This design comes from an exercise in tuning for a short achievable clock period and few clock cycles per item on the open sky130 flow, not from production work. Only simulation tests tie the RTL to the original design; equivalence was not proved.

==> job 7287 <==
==> flow/design.v <==
module kzg_chal (
    input  wire         clk,
    input  wire         rst,
    input  wire         in_valid,
    output wire         in_ready,
    input  wire [31:0]  in_data,
    output reg          out_valid,
    input  wire         out_ready,
    output reg          out_err,
    output reg  [11:0]  out_index,
    output reg  [255:0] out_z
);
    localparam NR   = 2;                  
    localparam NC   = 64 / NR;            
    localparam CW   = (NR == 4) ? 4 : 5;  
    localparam NPRE = (NR == 4) ? 1 : 2;  
    localparam [255:0] R_MOD =
        256'h73eda753299d7d483339d80809a1d80553bda402fffe5bfeffffffff00000001;
    localparam [255:0] IV =
        256'h6a09e667bb67ae853c6ef372a54ff53a510e527f9b05688c1f83d9ab5be0cd19;
    localparam [15:0] W_BLOB_FIRST = 16'd8;
    localparam [15:0] W_COM_FIRST  = 16'd32776;
    localparam [15:0] W_COM_LAST   = 16'd32787;
    localparam [15:0] W_PAD_FIRST  = 16'd32788;
    localparam [15:0] W_LAST       = 16'd32799;
    localparam [31:0] LEN_BITS     = 32'd1049216;  
    function [31:0] kconst;
        input [5:0] t;
        begin
            case (t)
            6'd0:  kconst = 32'h428a2f98; 6'd1:  kconst = 32'h71374491;
            6'd2:  kconst = 32'hb5c0fbcf; 6'd3:  kconst = 32'he9b5dba5;
            6'd4:  kconst = 32'h3956c25b; 6'd5:  kconst = 32'h59f111f1;
            6'd6:  kconst = 32'h923f82a4; 6'd7:  kconst = 32'hab1c5ed5;
            6'd8:  kconst = 32'hd807aa98; 6'd9:  kconst = 32'h12835b01;
            6'd10: kconst = 32'h243185be; 6'd11: kconst = 32'h550c7dc3;
            6'd12: kconst = 32'h72be5d74; 6'd13: kconst = 32'h80deb1fe;
            6'd14: kconst = 32'h9bdc06a7; 6'd15: kconst = 32'hc19bf174;
            6'd16: kconst = 32'he49b69c1; 6'd17: kconst = 32'hefbe4786;
            6'd18: kconst = 32'h0fc19dc6; 6'd19: kconst = 32'h240ca1cc;
            6'd20: kconst = 32'h2de92c6f; 6'd21: kconst = 32'h4a7484aa;
            6'd22: kconst = 32'h5cb0a9dc; 6'd23: kconst = 32'h76f988da;
            6'd24: kconst = 32'h983e5152; 6'd25: kconst = 32'ha831c66d;
            6'd26: kconst = 32'hb00327c8; 6'd27: kconst = 32'hbf597fc7;
            6'd28: kconst = 32'hc6e00bf3; 6'd29: kconst = 32'hd5a79147;
            6'd30: kconst = 32'h06ca6351; 6'd31: kconst = 32'h14292967;
            6'd32: kconst = 32'h27b70a85; 6'd33: kconst = 32'h2e1b2138;
            6'd34: kconst = 32'h4d2c6dfc; 6'd35: kconst = 32'h53380d13;
            6'd36: kconst = 32'h650a7354; 6'd37: kconst = 32'h766a0abb;
            6'd38: kconst = 32'h81c2c92e; 6'd39: kconst = 32'h92722c85;
            6'd40: kconst = 32'ha2bfe8a1; 6'd41: kconst = 32'ha81a664b;
            6'd42: kconst = 32'hc24b8b70; 6'd43: kconst = 32'hc76c51a3;
            6'd44: kconst = 32'hd192e819; 6'd45: kconst = 32'hd6990624;
            6'd46: kconst = 32'hf40e3585; 6'd47: kconst = 32'h106aa070;
            6'd48: kconst = 32'h19a4c116; 6'd49: kconst = 32'h1e376c08;
            6'd50: kconst = 32'h2748774c; 6'd51: kconst = 32'h34b0bcb5;
            6'd52: kconst = 32'h391c0cb3; 6'd53: kconst = 32'h4ed8aa4a;
            6'd54: kconst = 32'h5b9cca4f; 6'd55: kconst = 32'h682e6ff3;
            6'd56: kconst = 32'h748f82ee; 6'd57: kconst = 32'h78a5636f;
            6'd58: kconst = 32'h84c87814; 6'd59: kconst = 32'h8cc70208;
            6'd60: kconst = 32'h90befffa; 6'd61: kconst = 32'ha4506ceb;
            6'd62: kconst = 32'hbef9a3f7; default: kconst = 32'hc67178f2;
            endcase
        end
    endfunction
    function [31:0] bsig0;
        input [31:0] x;
        bsig0 = {x[1:0], x[31:2]} ^ {x[12:0], x[31:13]} ^ {x[21:0], x[31:22]};
    endfunction
    function [31:0] bsig1;
        input [31:0] x;
        bsig1 = {x[5:0], x[31:6]} ^ {x[10:0], x[31:11]} ^ {x[24:0], x[31:25]};
    endfunction
    function [31:0] ssig0;
        input [31:0] x;
        ssig0 = {x[6:0], x[31:7]} ^ {x[17:0], x[31:18]} ^ (x >> 3);
    endfunction
    function [31:0] ssig1;
        input [31:0] x;
        ssig1 = {x[16:0], x[31:17]} ^ {x[18:0], x[31:19]} ^ (x >> 10);
    endfunction
    function [31:0] maj3;
        input [31:0] x, y, z;
        maj3 = (x & y) | (z & (x | y));
    endfunction
    reg  [31:0]  sa, sb, sc, sd, se, sf, sg, sh;
    reg  [255:0] hv;                  
    reg  [511:0] w;                   
    reg  [32*NR-1:0]   kw;            
    reg  [32*NPRE-1:0] pre_hkw;       
    reg  [32*NPRE-1:0] pre_dhkw;      
    reg          run;                 
    reg  [CW-1:0] rcnt;               
    reg          lastc;               
    reg          cur_last;            
    reg  [511:0] nb;                  
    reg  [4:0]   nbcnt;
    reg          nb_first, nb_last;
    reg  [15:0]  tw;                  
    reg          tint;                
    reg          in_rdy;
    reg          eq_run;
    reg          chk_err;
    reg  [11:0]  chk_idx;
    reg          pend_err;
    reg  [11:0]  pend_idx;
    reg          red_busy;
    reg  [1:0]   red_step;
    reg  [255:0] dig;
    reg          red_err;
    reg  [11:0]  red_idx;
    wire [31:0] H0 = hv[255:224], H1 = hv[223:192], H2 = hv[191:160], H3 = hv[159:128];
    wire [31:0] H4 = hv[127:96],  H5 = hv[95:64],   H6 = hv[63:32],   H7 = hv[31:0];
    wire [31:0] A [0:NR+3];
    wire [31:0] E [0:NR+3];
    assign A[0] = sd; assign A[1] = sc; assign A[2] = sb; assign A[3] = sa;
    assign E[0] = sh; assign E[1] = sg; assign E[2] = sf; assign E[3] = se;
    genvar j;
    generate
        for (j = 0; j < NR; j = j + 1) begin : rnd
            wire [31:0] ra = A[j+3], rb = A[j+2], rc = A[j+1], rd = A[j];
            wire [31:0] re = E[j+3], rf = E[j+2], rg = E[j+1], rh = E[j];
            wire [31:0] hkw, dhkw;
            if (j < NPRE) begin : pre
                assign hkw  = pre_hkw[32*j +: 32];
                assign dhkw = pre_dhkw[32*j +: 32];
            end else if (j == NR - 1) begin : fold
                assign hkw  = rh + kw[32*j +: 32] + (lastc ? H0 : 32'd0);
                assign dhkw = rd + rh + kw[32*j +: 32] + (lastc ? H4 : 32'd0);
            end else begin : mid
                assign hkw  = rh + kw[32*j +: 32];
                assign dhkw = rd + rh + kw[32*j +: 32];
            end
            wire [31:0] s1 = bsig1(re);
            wire [31:0] ch = (re & rf) ^ (~re & rg);
            wire [31:0] s0 = bsig0(ra);
            wire [31:0] mj = maj3(ra, rb, rc);
            wire [31:0] es = dhkw ^ s1 ^ ch;
            wire [31:0] ec = maj3(dhkw, s1, ch) << 1;
            assign E[j+4] = es + ec;
            wire [31:0] ts = hkw ^ s1 ^ ch;
            wire [31:0] tc = maj3(hkw, s1, ch) << 1;
            wire [31:0] us = ts ^ tc ^ mj;
            wire [31:0] uc = maj3(ts, tc, mj) << 1;
            wire [31:0] vs = us ^ uc ^ s0;
            wire [31:0] vc = maj3(us, uc, s0) << 1;
            assign A[j+4] = vs + vc;
        end
    endgenerate
    wire [255:0] st_rnd = {A[NR+3], A[NR+2], A[NR+1], A[NR],
                           E[NR+3], E[NR+2], E[NR+1], E[NR]};
    wire [255:0] hnew = {A[NR+3], A[NR+2] + H1, A[NR+1] + H2, A[NR] + H3,
                         E[NR+3], E[NR+2] + H5, E[NR+1] + H6, E[NR] + H7};
    wire [31:0] wv [0:15+NR];
    genvar q;
    generate
        for (q = 0; q < 16; q = q + 1) begin : wwin
            assign wv[q] = w[32*q +: 32];
        end
        for (q = 0; q < NR; q = q + 1) begin : wsch
            assign wv[16+q] = ssig1(wv[14+q]) + wv[9+q] + ssig0(wv[1+q]) + wv[q];
        end
    endgenerate
    wire [32*NR-1:0] wnew;
    generate
        for (q = 0; q < NR; q = q + 1) begin : wnw
            assign wnew[32*q +: 32] = wv[16+q];
        end
    endgenerate
    wire nb_full = nbcnt[4];
    wire start   = nb_full && (!run || lastc) && (!nb_last || !red_busy);
    wire bound   = !run || lastc;     
    reg [31:0] int_word;
    always @(*) begin
        if (tw < W_BLOB_FIRST) begin
            case (tw[2:0])
                3'd0: int_word = 32'h4653424c;  
                3'd1: int_word = 32'h4f425645;  
                3'd2: int_word = 32'h52494659;  
                3'd3: int_word = 32'h5f56315f;  
                3'd7: int_word = 32'h00001000;  
                default: int_word = 32'h00000000;
            endcase
        end else if (tw == W_PAD_FIRST)
            int_word = 32'h80000000;
        else if (tw == W_LAST)
            int_word = LEN_BITS;
        else
            int_word = 32'h00000000;
    end
    wire red_load = run && lastc && cur_last;
    wire red_free = red_busy && (red_step == 2'd2) && (!out_valid || out_ready);
    wire red_busy_upd = red_load ? 1'b1 : red_free ? 1'b0 : red_busy;
    wire        host_acc = in_rdy && in_valid;
    wire        shift    = tint ? (!nb_full || start) : host_acc;
    wire [31:0] fill_word = tint ? int_word : in_data;
    wire [15:0] tw_n    = !shift ? tw : (tw == W_LAST) ? 16'd0 : tw + 16'd1;
    wire        tint_n  = (tw_n < W_BLOB_FIRST) || (tw_n >= W_PAD_FIRST);
    wire [4:0]  nbcnt_n = (start ? 5'd0 : nbcnt) + {4'd0, shift};
    wire        nb_last_n = (shift && tw[3:0] == 4'hf) ? (tw[15:4] == 12'd2049) : nb_last;
    wire        run_n   = start || (run && !lastc);
    wire        lastc_n = run_n && (start ? (NC == 1) : (rcnt == NC - 2));
    wire        cur_last_n = start ? nb_last : cur_last;
    wire        red_busy_n = red_busy_upd;
    wire        start_n = nbcnt_n[4] && (!run_n || lastc_n) && (!nb_last_n || !red_busy_n);
    wire        in_rdy_n = !tint_n && (!nbcnt_n[4] || start_n);
    assign in_ready = in_rdy;
    wire        blob_word = (tw >= W_BLOB_FIRST) && (tw < W_COM_FIRST);
    wire [11:0] elem_idx  = tw[14:3] - 12'd1;
    reg  [31:0] r_word;
    always @(*) begin
        case (tw[2:0])
            3'd0: r_word = R_MOD[255:224];
            3'd1: r_word = R_MOD[223:192];
            3'd2: r_word = R_MOD[191:160];
            3'd3: r_word = R_MOD[159:128];
            3'd4: r_word = R_MOD[127:96];
            3'd5: r_word = R_MOD[95:64];
            3'd6: r_word = R_MOD[63:32];
            default: r_word = R_MOD[31:0];
        endcase
    end
    wire eq_before = (tw[2:0] == 3'd0) ? 1'b1 : eq_run;
    wire word_gt   = in_data > r_word;
    wire word_eq   = in_data == r_word;
    wire elem_bad  = eq_before && (word_gt || (word_eq && tw[2:0] == 3'd7));
    always @(posedge clk) begin
        if (rst) begin
            run      <= 1'b0;
            rcnt     <= {CW{1'b0}};
            lastc    <= 1'b0;
            cur_last <= 1'b0;
            nbcnt    <= 5'd0;
            nb_first <= 1'b0;
            nb_last  <= 1'b0;
            tw       <= 16'd0;
            tint     <= 1'b1;
            in_rdy   <= 1'b0;
            eq_run   <= 1'b0;
            chk_err  <= 1'b0;
            chk_idx  <= 12'd0;
            pend_err <= 1'b0;
            pend_idx <= 12'd0;
            red_busy <= 1'b0;
            red_step <= 2'd0;
        end else begin
            run      <= run_n;
            rcnt     <= start ? {CW{1'b0}} : (run ? rcnt + 1'b1 : rcnt);
            lastc    <= lastc_n;
            cur_last <= cur_last_n;
            nbcnt    <= nbcnt_n;
            if (shift && tw[3:0] == 4'hf)
                nb_first <= (tw[15:4] == 12'd0);
            nb_last  <= nb_last_n;
            tw       <= tw_n;
            tint     <= tint_n;
            in_rdy   <= in_rdy_n;
            if (host_acc && blob_word) begin
                eq_run <= eq_before && word_eq;
                if (elem_bad && !chk_err) begin
                    chk_err <= 1'b1;
                    chk_idx <= elem_idx;
                end
            end
            if (host_acc && tw == W_COM_LAST) begin
                pend_err <= chk_err;
                pend_idx <= chk_idx;
                chk_err  <= 1'b0;
            end
            red_busy <= red_busy_upd;
            if (red_load)
                red_step <= 2'd0;
            else if (red_busy && red_step != 2'd2)
                red_step <= red_step + 2'd1;
        end
    end
    wire [255:0] st_cur = {sa, sb, sc, sd, se, sf, sg, sh};
    wire [255:0] st_n = (run && !lastc) ? st_rnd :
                        (run && lastc)  ? (cur_last ? IV : hnew) :
                        (start && nb_first) ? IV : st_cur;
    wire [255:0] hv_n = (run && lastc) ? (cur_last ? IV : hnew) :
                        (start && nb_first) ? IV : hv;
    wire [CW-1:0] rc_n = bound ? {CW{1'b0}} : rcnt + 1'b1;
    wire [32*NR-1:0] kw_n;
    generate
        for (q = 0; q < NR; q = q + 1) begin : kwn
            wire [5:0] tidx = rc_n * NR + q;
            assign kw_n[32*q +: 32] = kconst(tidx) +
                (bound ? nb[32*q +: 32] : w[32*(NR+q) +: 32]);
        end
    endgenerate
    wire [31:0] stn [0:7];
    generate
        for (q = 0; q < 8; q = q + 1) begin : stw
            assign stn[q] = st_n[255-32*q -: 32];    
        end
        for (q = 0; q < NPRE; q = q + 1) begin : pren
            wire [31:0] f0 = (q == NR - 1 && !bound && rcnt == NC - 2) ? H0 : 32'd0;
            wire [31:0] f4 = (q == NR - 1 && !bound && rcnt == NC - 2) ? H4 : 32'd0;
            always @(posedge clk) begin
                pre_hkw[32*q +: 32]  <= stn[7-q] + kw_n[32*q +: 32] + f0;
                pre_dhkw[32*q +: 32] <= stn[3-q] + stn[7-q] + kw_n[32*q +: 32] + f4;
            end
        end
    endgenerate
    always @(posedge clk) begin
        {sa, sb, sc, sd, se, sf, sg, sh} <= st_n;
        hv <= hv_n;
        kw <= kw_n;
        if (start)
            w <= nb;
        else if (run)
            w <= {wnew, w[511:32*NR]};
        if (shift)
            nb <= {fill_word, nb[511:32]};
    end
    wire [256:0] red_diff = {1'b0, dig} - {1'b0, R_MOD};
    always @(posedge clk) begin
        if (red_load) begin
            dig     <= hnew;
            red_err <= pend_err;
            red_idx <= pend_idx;
        end else if (red_busy && red_step != 2'd2 && !red_diff[256]) begin
            dig <= red_diff[255:0];
        end
    end
    always @(posedge clk) begin
        if (rst) begin
            out_valid <= 1'b0;
        end else if (red_free) begin
            out_valid <= 1'b1;
            out_err   <= red_err;
            out_index <= red_idx;
            out_z     <= dig;
        end else if (out_ready) begin
            out_valid <= 1'b0;
        end
    end
endmodule
==> flow/run.sh <==
#!/bin/bash
# synth_recipe.tcl (not shown) runs the flow's synth.tcl, then flattens the netlist and writes it again
# the make line also repeats each setting of config.mk as NAME=value (left out here)
make -C /OpenROAD-flow-scripts/flow DESIGN_CONFIG=/design/flow/config.mk WORK_HOME=/design/flow/orfs CLKGATE_MAP_FILE= SYNTH_SCRIPT=/design/flow/synth_recipe.tcl finish
==> flow/config.mk <==
export PLATFORM = sky130hd
export DESIGN_NAME = kzg_chal
export DESIGN_NICKNAME = kzg_chal
export VERILOG_FILES = /design/flow/design.v
export SDC_FILE = /design/flow/constraint.sdc
export NUM_CORES = 4
export LEC_CHECK = 0
export CAP_MARGIN = 20
export CORE_MARGIN = 2
export CORE_UTILIZATION = 40
export SLEW_MARGIN = 20
==> flow/constraint.sdc <==
create_clock -name core_clock -period 10.0 [get_ports {clk}]
set_input_delay 2.0000 -clock core_clock [delete_from_list [all_inputs] [get_ports {clk}]]
set_output_delay 2.0000 -clock core_clock [all_outputs]
set_load 0.01 [all_outputs]
==> job 9769 (differences from job 7287) <==
CAP_MARGIN = 25   (was 20)
SETUP_SLACK_MARGIN = 1.5   (was not set)
SLEW_MARGIN = 25   (was 20)
==> job 2321 (differences from job 7287) <==
CAP_MARGIN = 25   (was 20)
SETUP_SLACK_MARGIN = 0.8   (was not set)
SLEW_MARGIN = 25   (was 20)
==> results.txt <==
Job 2321 finished with timing, DRC and antenna clean. Job 9769 finished with timing, DRC and antenna clean. Job 7287 completed without violations.
Die area is the same in job 2321 and job 7287.
Non-clock buffer count: job 7287 < job 9769 < job 2321.
Of job 2321 and job 7287, job 2321 has the higher worst setup slack (gap 0.31 ns).
Wire length, highest first: job 9769, job 2321, job 7287.
Global-route usage: job 9769 is higher than job 2321 (0.73 points).
Against job 9769, the via count of job 7287 is smaller by 0.80%.
Between job 9769 and job 7287, the lower fmax is in job 7287 (gap 3.8%, measured against job 7287).
Against job 7287, the core utilization of job 9769 is higher by 0.57 points.
In flip-flop and latch count, job 9769 and job 2321 do not differ.
In synthesized area, job 9769 and job 7287 do not differ.
==> figures <==
quantity	job 9769	job 2321	job 7287
Outcome	no timing/DRC/antenna violations	no timing/DRC/antenna violations	no timing/DRC/antenna violations
Reg2reg setup slack	0.68 ns	0.64 ns	0.32 ns
Detailed-placement wirelength estimate	425000 µm	416000 µm	410000 µm
Placed cell area	147000 µm²	147000 µm²	147000 µm²
Clock transition at the registers of the reported paths	0.07 ns	0.06 ns	0.06 ns
Peak Freq	107 MHz	107 MHz	103 MHz
Sum of met3 wire segment lengths after detailed routing	39600 µm	34200 µm	39200 µm
Share of layout cells above drive strength 1	0.112	0.105	0.0947
Worst Path Arrival	9.95 ns	10.10 ns	10.41 ns
Post-place setup slack	0.172 ns	-0.0727 ns	-0.0731 ns
Maximum number of pins on one net before global-route repair	161	216	208
Skew-Pair Late Insertion Delay	0.94 ns	0.95 ns	0.93 ns
Share of the core filled with cells	0.473	0.470	0.467
Maximum fanout count along the critical path	5	4	3
Worst Tran Pin Value	1.32 ns	1.18 ns	1.30 ns
Clock Network Area Fraction	0.0551	0.0553	0.0565
Testbench counts of job 7287, summed over its fixed seeds: cycles 787,326, items 12.
Testbench counts of job 9769, summed over its fixed seeds: cycles 787,326, items 12.
Testbench counts of job 2321, summed over its fixed seeds: cycles 787,326, items 12.

[port drivers added, routing unchanged]
No port has a modelled driver above. Below, the same layouts with a new extraction and two added sets of constraints.
Step 1 assumes that a clkbuf_16 drives the clock port and a buf_2 every other input.
Step 2 adds t to the input delays and takes it off the output delays; t is the mean of the earliest and latest rising clock arrival at the registers after step 1. Input paths then give back, and output paths get back, about the clock's delay inside the block.
Slacks: ideal / step 1 / step 2; pairs: ideal / step 1.
run	t, ns	setup slack, ns	worst setup path after step 2	worst data-port slew with drivers (ns)	pins driven straight from the clock port
job 7287	1.008	0.323 / 0.323 / 0.323	register to register	0.06	1
job 9769	1.011	0.680 / 0.680 / 0.680	register to register	0.08	1
job 2321	1.023	0.637 / 0.637 / 0.637	register to register	0.07	1
After both steps every run listed still meets setup and hold.
